This design comes from an exercise in tuning for small area, a short achievable clock period and few clock cycles per item on the open sky130 flow, not from production work. In this exercise RTL edits were held to simulation tests only and were not proved equivalent to the original. Power is estimated from default activity; no workload was simulated.

==> flow/design.v <==
module irlib2_codec (
  input  wire        clk,
  input  wire        rst,
  input  wire        cmd_valid,
  input  wire [63:0] cmd_word,
  output wire        cmd_ready,
  input  wire [3:0]  rd_addr,
  output wire [31:0] rd_data,
  input  wire        cap_we,
  input  wire [15:0] cap_idx,
  input  wire        cap_level,
  input  wire [15:0] cap_dur,
  output wire        tok_valid,
  output wire        tok_level,
  output wire [15:0] tok_dur,
  input  wire        tok_ready
);
  localparam [15:0] ZERO_MIN = 16'd300;
  localparam [15:0] ZERO_MAX = 16'd500;
  localparam [15:0] ONE_MIN  = 16'd600;
  localparam [15:0] ONE_MAX  = 16'd1000;
  localparam [15:0] HDR_MIN  = 16'd1200;
  localparam [15:0] HDR_MAX  = 16'd2000;
  localparam [7:0] SEED_DEFAULT = 8'hAE;
  localparam [7:0] FIXED_MARKER = 8'hAA;
  localparam [3:0] CK_OFFSET    = 4'hD;
  function [3:0] checksum;
    input [3:0] t;
    input [3:0] w;
    begin
      checksum = CK_OFFSET + t + w;
    end
  endfunction
  wire [3:0] op = cmd_word[63:60];
  wire hi_zero  = (cmd_word[59:40] == 20'd0);
  wire mid_zero = (cmd_word[39:16] == 24'd0);
  wire is_nop     = (op == 4'h0) && hi_zero && mid_zero && (cmd_word[15:0] == 16'd0);
  wire is_enc_tw  = (op == 4'h1) && hi_zero && mid_zero;
  wire is_enc_raw = (op == 4'h2) && hi_zero;
  wire is_dec     = (op == 4'h3) && hi_zero && mid_zero;
  wire is_cksum   = (op == 4'h4) && hi_zero && mid_zero;
  wire is_legal   = is_nop | is_enc_tw | is_enc_raw | is_dec | is_cksum;
  wire is_enc     = is_enc_tw | is_enc_raw;
  wire [3:0] ck_cmd = checksum(cmd_word[11:8], cmd_word[3:0]);
  reg enc_busy;
  irlib2_ready u_ready (
    .cmd_hi   (cmd_word[63:16]),
    .enc_busy (enc_busy),
    .cmd_ready(cmd_ready)
  );
  wire accept_enc = cmd_valid && is_enc && !enc_busy;
  wire accept_dec = cmd_valid && is_dec;
  wire accept_ck  = cmd_valid && is_cksum;
  wire accept_ill = cmd_valid && !is_legal;
  reg [3:0] ck_res;
  reg       cmd_err;
  always @(posedge clk) begin
    if (rst) begin
      ck_res  <= 4'd0;
      cmd_err <= 1'b0;
    end else begin
      if (accept_ck)
        ck_res <= ck_cmd;
      if (accept_ill)
        cmd_err <= 1'b1;
    end
  end
  wire cls0   = (cap_dur >= ZERO_MIN) && (cap_dur <= ZERO_MAX);
  wire cls1   = (cap_dur >= ONE_MIN)  && (cap_dur <= ONE_MAX);
  wire hdr_in = cap_level && (cap_dur >= HDR_MIN) && (cap_dur <= HDR_MAX);
  wire band   = cls0 | cls1;
  wire good_p0 = !cap_level && band;
  wire good_p1 =  cap_level && band;
  wire e0_p0   = !cap_level && !cls0;
  wire e0_p1   =  cap_level && !cls0;
  wire cap_wr = cap_we && (cap_idx[15:6] == 10'd0);
  reg        hdr_ok;
  reg [40:1] c_good;
  reg [40:1] c_e0;
  always @(posedge clk) begin
    if (cap_wr && cap_idx[5:0] == 6'd0)
      hdr_ok <= hdr_in;
  end
  genvar j;
  generate
    for (j = 1; j <= 40; j = j + 1) begin : g_cap
      always @(posedge clk) begin
        if (cap_wr && cap_idx[5:0] == j) begin
          c_good[j] <= ((j - 1) % 2) ? good_p1 : good_p0;
          c_e0[j]   <= ((j - 1) % 2) ? e0_p1   : e0_p0;
        end
      end
    end
  endgenerate
  wire all_good = &c_good;
  wire [4:0] grp_bad;
  wire [2:0] loc_idx [0:4];
  wire [4:0] loc_amb;
  generate
    for (j = 0; j < 5; j = j + 1) begin : g_grp
      wire [7:0] gg = c_good[8*j+8:8*j+1];
      wire [7:0] ge = c_e0[8*j+8:8*j+1];
      assign grp_bad[j] = !(&gg);
      assign loc_idx[j] = !gg[0] ? 3'd0 : !gg[1] ? 3'd1 : !gg[2] ? 3'd2 : !gg[3] ? 3'd3 :
                          !gg[4] ? 3'd4 : !gg[5] ? 3'd5 : !gg[6] ? 3'd6 : 3'd7;
      assign loc_amb[j] = !gg[0] ? ge[0] : !gg[1] ? ge[1] : !gg[2] ? ge[2] : !gg[3] ? ge[3] :
                          !gg[4] ? ge[4] : !gg[5] ? ge[5] : !gg[6] ? ge[6] : ge[7];
    end
  endgenerate
  wire [2:0] f_grp = grp_bad[0] ? 3'd0 : grp_bad[1] ? 3'd1 : grp_bad[2] ? 3'd2 :
                     grp_bad[3] ? 3'd3 : grp_bad[4] ? 3'd4 : 3'd5;
  wire [5:0] f_idx = {f_grp, f_grp == 3'd5 ? 3'd0 : loc_idx[f_grp]};
  wire       f_amb = loc_amb[f_grp];
  wire [15:0] n_field  = cmd_word[15:0];
  wire        n_big    = (n_field[15:6] != 10'd0);
  wire        hdr_fail = !hdr_ok || (!n_big && n_field[5:0] == 6'd0);
  wire [5:0]  m_slots  = n_field[5:0] - 6'd1;
  wire        m_le_f   = !n_big && (m_slots <= f_idx);
  wire        miss     = m_le_f && (m_slots != 6'd40);
  wire [1:0] err_nx   = hdr_fail ? 2'd1 :
                        miss     ? 2'd2 :
                        all_good ? 2'd0 : {1'b1, f_amb};
  wire [5:0] slots_nx = hdr_fail ? 6'd0 :
                        m_le_f   ? m_slots : f_idx;    
  wire [39:0] frame_nx;
  generate
    for (j = 0; j < 40; j = j + 1) begin : g_frame
      assign frame_nx[39 - j] = c_e0[j + 1];
    end
  endgenerate
  wire        ok_nx   = (err_nx == 2'd0);
  wire [7:0]  res_lo  = ok_nx ? frame_nx[7:0] : {err_nx, slots_nx};
  reg        dec_done;
  reg        dec_ok;
  reg [39:0] dec_res;
  always @(posedge clk) begin
    if (rst) begin
      dec_done <= 1'b0;
      dec_ok   <= 1'b0;
    end else if (accept_dec) begin
      dec_done <= 1'b1;
      dec_ok   <= ok_nx;
    end
  end
  always @(posedge clk) begin
    if (accept_dec)
      dec_res <= {frame_nx[39:8], res_lo};
  end
  wire        dec_fail  = dec_done && !dec_ok;
  wire [1:0]  err_rd    = dec_fail ? dec_res[7:6] : 2'd0;
  wire [5:0]  slots_rd  = dec_ok ? 6'd40 : dec_fail ? dec_res[5:0] : 6'd0;
  wire [39:0] dec_frame = dec_res;
  wire       ckmm    = dec_ok && (dec_frame[3:0] != checksum(dec_frame[19:16], dec_frame[11:8]));
  reg [5:0]  enc_d;
  reg [39:0] enc_fr;
  reg        enc_tw;
  wire tw = (op == 4'h1);
  always @(posedge clk) begin
    if (!enc_busy) begin
      enc_fr <= {cmd_word[39:20], cmd_word[19:16] | (ck_cmd & {4{tw}}), cmd_word[15:0]};
      enc_tw <= tw;
    end
  end
  always @(posedge clk) begin
    if (rst) begin
      enc_busy <= 1'b0;
    end else if (accept_enc) begin
      enc_busy <= 1'b1;
    end else if (tok_ready && enc_busy && enc_d == 6'd0) begin
      enc_busy <= 1'b0;
    end
  end
  localparam [15:0] TW_TOP = {SEED_DEFAULT, FIXED_MARKER};
  wire [5:0] nb     = enc_d - 6'd2;
  wire [5:0] fr_idx = enc_tw ? nb - 6'd8 : nb;
  wire       fr_bit = enc_fr[fr_idx];
  wire [5:0] nb_top = nb - 6'd24;
  wire       tw_bit = (nb >= 6'd24) ? TW_TOP[nb_top[3:0]] :
                      (nb >= 6'd8)  ? fr_bit :
                      (nb >= 6'd4)  ? 1'b0 : enc_fr[{4'b0100, nb[1:0]}];
  wire       nx_bit = enc_tw ? tw_bit : fr_bit;
  reg        slot_bit;
  always @(posedge clk) begin
    if (!enc_busy) begin
      enc_d <= 6'd41;
    end else if (tok_ready) begin
      enc_d    <= enc_d - 6'd1;
      slot_bit <= nx_bit;
    end
  end
  wire is_hdr = (enc_d == 6'd41);
  wire is_trl = (enc_d == 6'd0);
  assign tok_valid = enc_busy;
  assign tok_level = enc_d[0];
  assign tok_dur   = is_hdr ? 16'd1600 :
                     is_trl ? 16'd1000 :
                     slot_bit ? 16'd800 : 16'd400;
  wire [31:0] status = {24'd0, cmd_err, ckmm, err_rd, dec_ok, dec_done, 1'b0, enc_busy};
  irlib2_rdmux u_rdmux (
    .rd_addr  (rd_addr),
    .status   (status[7:0]),
    .dec_ok   (dec_ok),
    .dec_frame(dec_frame),
    .slots_rd (slots_rd),
    .ck_res   (ck_res),
    .rd_data  (rd_data)
  );
endmodule
module irlib2_ready (
  input  wire [63:16] cmd_hi,
  input  wire         enc_busy,
  output wire         cmd_ready
);
  wire [3:0] op       = cmd_hi[63:60];
  wire       hi_zero  = (cmd_hi[59:40] == 20'd0);
  wire       mid_zero = (cmd_hi[39:16] == 24'd0);
  wire       is_enc   = hi_zero && ((op == 4'h2) || (op == 4'h1 && mid_zero));
  assign cmd_ready = !(is_enc && enc_busy);
endmodule
module irlib2_rdmux (
  input  wire [3:0]  rd_addr,
  input  wire [7:0]  status,
  input  wire        dec_ok,
  input  wire [39:0] dec_frame,
  input  wire [5:0]  slots_rd,
  input  wire [3:0]  ck_res,
  output reg  [31:0] rd_data
);
  always @(*) begin
    case (rd_addr)
      4'h0:    rd_data = {24'd0, status};
      4'h1:    rd_data = dec_ok ? dec_frame[31:0] : 32'd0;
      4'h2:    rd_data = {24'd0, dec_ok ? dec_frame[39:32] : 8'd0};
      4'h3:    rd_data = {24'd0, 2'b00, dec_ok, 1'b0, dec_ok, 3'b000};
      4'h4:    rd_data = {31'd0, dec_ok};
      4'h5:    rd_data = {26'd0, slots_rd};
      4'h6:    rd_data = {28'd0, ck_res};
      default: rd_data = 32'd0;
    endcase
  end
endmodule
Settings: LEC_CHECK=0, CAP_MARGIN=20, CORE_MARGIN=2, CORE_UTILIZATION=40, SLEW_MARGIN=20, SYNTH_HIERARCHICAL=1; clock period 10.0 ns.
standard.sh (not shown) runs the stock make flow with config.mk's settings and CLKGATE_MAP_FILE= SYNTH_SCRIPT=/design/flow/synth_recipe.tcl, a recipe that flattens the netlist after the stock synthesis.
==> flow/flow/run.sh <==
#!/bin/bash
# Layout flow: the standard ORFS flow (standard.sh, with the standard
# synthesis unchanged) run with different layout settings:
#  - every port still gets a buffer, but the smallest one (buf_1); timing
#    repair upsizes the ones on critical paths,
#  - a denser core (62% utilisation),
#  - a 5.0 ns setup margin for timing repair, so it works towards a 5 ns period,
#  - clock tree of clkbuf_8 buffers without dummy balancing loads,
#  - no gate cloning during timing repair.
# ORFS writes each tool's full log under orfs/logs/; the make output goes to
# standard.log.
set -euo pipefail
bash standard.sh \
  BUFFER_PORTS_ARGS="-buffer_cell sky130_fd_sc_hd__buf_1" \
  CORE_UTILIZATION=62 \
  SETUP_SLACK_MARGIN=5.0 \
  CTS_ARGS="-sink_clustering_enable -repair_clock_nets -dont_use_dummy_load -sink_clustering_size 24 -sink_clustering_max_diameter 60 -buf_list sky130_fd_sc_hd__clkbuf_8" \
  SKIP_GATE_CLONING=1 \
  finish > standard.log 2>&1
The baseline finished clean.
Testbench counts at the start, summed over its fixed seeds: cycles 15,389, frames 410.
Edit:
==> flow/flow/run.sh (replaced) <==
#!/bin/bash
# Standard ORFS flow (the standard.sh, standard synthesis unchanged) with
# different layout settings: smaller port buffers, a denser core and a larger
# setup margin for timing repair. Each tool's output stays in orfs/logs/.
set -euo pipefail
bash standard.sh \
  BUFFER_PORTS_ARGS="-buffer_cell sky130_fd_sc_hd__buf_1" \
  CORE_UTILIZATION=55 \
  SETUP_SLACK_MARGIN=5.0 \
  CTS_BUF_LIST=sky130_fd_sc_hd__clkbuf_8 \
  finish > standard.log 2>&1
The new run went through all stages and came out clean; worst setup slack improved by 0.021 ns; clock-buffer cell count does not change; register-to-register slack got worse by 0.30 ns; worst hold slack got worse by 0.0089 ns; cell area went up by 3.2%; clock skew went down by 0.026 ns; non-clock buffer count went down by 1; combinational power went up by 3.4%; power went up by 12%; via count went up by 2.5%.

## what the ideal ports hide
No port has a modelled driver above. Below, the same layouts with a new extraction and two added sets of constraints.
Step 1: set_driving_cell puts a clkbuf_16 on clk and a buf_2 on each other input, an assumption about the parent block.
Step 2 times the ports against the registers' clock, not the clock port: input delays grow and output delays shrink by t, the midpoint of the rising clock arrivals with the driver on.
a / b / c = ideal ports / drivers / drivers and shift; a / b = the first two.
run	t, ns	setup slack, ns	hold slack, ns	worst slew at a driven data input, ns	pins driven straight from the clock port
the first run	0.483	4.967 / 4.917 / 4.897	0.459 / 0.459 / 0.459	0.06	1
the second run	0.492	4.989 / 4.961 / 4.764	0.450 / 0.450 / 0.450	0.07	1
After both steps setup and hold are still met in every run listed. The setup slack of the second run, which loses most, moves by -0.028 ns with the drivers and by -0.225 ns with both steps.
